What follows belongs to an exercise in optimizing a design on an open flow for small area, a short achievable clock period and few clock cycles per item; a production flow would make more cautious choices. RTL that was checked went through simulation tests only; none was proved equivalent to the original. Power is estimated from default activity; no workload was simulated.

// sfd_tx
module sfd_tx (
    input  wire        clk,
    input  wire        rst,
    input  wire        in_valid,
    input  wire [7:0]  in_op,
    input  wire [7:0]  in_dest,
    input  wire [7:0]  in_byte,
    input  wire        in_last,
    input  wire        in_empty,
    output wire        in_ready,
    output wire        tx_valid,
    output wire [7:0]  tx_byte,
    input  wire        tx_ready
);
Size in the first run: roughly 1000 cells after synthesis, roughly 40 I/O pins, roughly 15000 um2 of cells after synthesis.
Settings: LEC_CHECK=0, CAP_MARGIN=20, CORE_MARGIN=2, CORE_UTILIZATION=65, CTS_CLUSTER_DIAMETER=120, CTS_CLUSTER_SIZE=28, PLACE_DENSITY=0.75, SETUP_SLACK_MARGIN=3.65, SLEW_MARGIN=20; clock period 6.0 ns.
standard.sh (not shown) runs the stock make flow with config.mk's settings and CLKGATE_MAP_FILE= SYNTH_SCRIPT=/design/flow/synth_recipe.tcl, a recipe that flattens the netlist after the stock synthesis.
==> flow/flow/run.sh <==
#!/bin/bash
# The standard layout (the standard.sh, ORFS make targets), with one change:
# the port buffers that buffer_ports inserts are sky130_fd_sc_hd__buf_4 cells
# instead of the default choice (clkdlybuf4s50_1, a slow delay cell).
# Each tool's output goes to a log of its own: ORFS keeps its per-step logs
# under orfs/logs/, and make's own output goes to make_finish.log here.
set -euo pipefail
bash standard.sh "BUFFER_PORTS_ARGS=-buffer_cell sky130_fd_sc_hd__buf_4" finish > make_finish.log 2>&1
Testbench counts at the start, summed over its fixed seeds: cycles 47,888, bytes 31,638.
Rerun with:
--- a/flow/design.v
+++ b/flow/design.v
@@ -38,12 +38,13 @@
     reg         rdy_valid;
     reg  [7:0]  rdy_op;
     reg  [7:0]  rdy_dest;
     reg  [5:0]  rdy_end;       
     reg         active;        
     reg  [5:0]  pos;           
+    reg         pos_last;      
     reg         out_src;       
     reg  [5:0]  out_end;       
     reg  [15:0] seq;
     reg         tx_v;
     reg  [7:0]  tx_b;
     assign in_ready = in_rdy;
@@ -86,31 +87,23 @@
     wire        in_body  = (pos >= 6'd10);
     wire [7:0]  next_b   = in_body ? pf_b : hdr;
     wire        adv      = !tx_v || tx_ready;  
     wire        ready_b  = !in_body || pf_v;   
     wire        emit     = adv && active && ready_b;
     wire        idle     = adv && !active;
-    wire        pos_last = (pos == out_end);
     wire        done     = emit && pos_last;
     wire        want     = done || idle;
     wire        take_rdy = want && rdy_valid;
     wire        take_col = want && !rdy_valid && col_closed;
     wire        pos_lt8  = (pos[5:3] == 3'd0);
     wire        hold     = active && pos_lt8;
     wire        to_rdy   = col_closed && !take_col && !rdy_valid && !(hold && !out_src);
     wire        col_move = take_col || to_rdy;
     wire        push     = emit || take_rdy || take_col;
     wire [7:0]  push_b   = emit ? next_b : MARKER;
     wire        rd       = emit && in_body;
-    reg  [7:0]  rdata;
-    integer k;
-    always @(*) begin
-        rdata = 8'h00;
-        for (k = 0; k < 32; k = k + 1)
-            rdata = rdata | (buf_mem[k] & {8{top[4:0] == k}});
-    end
     wire        buf_rd   = !top[5] && (!pf_v || rd);
     wire        occ31    = (top == 6'd30);
     wire        occ32    = (top == 6'd31);
     wire        wr_in    = consume && !ib_empty;
     wire        wr_s     = s_pend && !occ32;
     wire        wr       = wr_in || wr_s;
@@ -153,13 +146,13 @@
         end
         if (take_col) begin
             out_src  <= 1'b1;
             out_end  <= cnt;
         end
         if (buf_rd)
-            pf_b <= rdata;
+            pf_b <= buf_mem[top[4:0]];
         if (adv)
             tx_b <= push_b;
     end
     always @(posedge clk) begin
         if (rst) begin
             top        <= 6'h3F;
@@ -174,12 +167,13 @@
             carry      <= 1'b0;
             carry_last <= 1'b0;
             cap        <= 1'b1;
             rdy_valid  <= 1'b0;
             active     <= 1'b0;
             pos        <= 6'd0;
+            pos_last   <= 1'b0;
             seq        <= 16'h0000;
             tx_v       <= 1'b0;
         end else begin
             if (wr && !buf_rd)
                 top <= inc6(top);
             else if (buf_rd && !wr)
@@ -191,19 +185,22 @@
             cap    <= cap_n;
             s_pend <= spend_n;
             if (adv)
                 tx_v <= push;
             if (emit) begin
                 if (done) begin
-                    seq <= (seq == 16'hFFFE) ? 16'h0000 : seq + 16'd1;
-                    pos <= 6'd0;
+                    seq      <= (seq == 16'hFFFE) ? 16'h0000 : seq + 16'd1;
+                    pos      <= 6'd0;
+                    pos_last <= 1'b0;
                 end else begin
-                    pos <= pos + 6'd1;
+                    pos      <= pos + 6'd1;
+                    pos_last <= (pos + 6'd1 == out_end);
                 end
             end else if (idle) begin
-                pos <= 6'd1;
+                pos      <= 6'd1;
+                pos_last <= 1'b0;
             end
             if (want)
                 active <= take_rdy || take_col;
             if (take_rdy)
                 rdy_valid <= 1'b0;
             if (to_rdy)
Effect: The changed run completed with no timing, DRC or antenna violations. Wire length increases by 14%. Cell area went up by 9.4%. Die area increases by 7.5%. Final cell count rises by 15%. Worst setup slack gets worse by 0.074 ns. Count of clock-buffer cells in the layout stays the same. Clock power barely changes. Clock skew increases by 0.0076 ns. Via count came out higher by 16%. Area after synthesis came out higher by 7.7%.
The RTL of the second run of this note was laid out without a check of its function.

-- static timing again, ports no longer ideal --
Ports are ideal in the flow. The routed layouts listed here were re-timed in OpenROAD. Step 1, drivers: a clkbuf_16 drives clk and a buf_2 each remaining input, both assumed. Step 2 also shifts input and output timing later by t, the mid clock arrival at the registers, as if the neighbouring blocks saw the same clock. Three values: no drivers, after step 1, after step 2; two values: the first two.
run	t, ns	setup slack, ns	clock arrival spread, ns	pins driven straight from the clock port
the first run	0.559	3.637 / 3.629 / 3.093	0.027 / 0.028	1
the second run	0.573	3.563 / 3.563 / 3.111	0.033 / 0.033	1
After both steps every run listed still meets setup and hold. For the first run, which loses most, drivers alone change the setup slack by -0.008 ns; drivers and shift together by -0.544 ns.
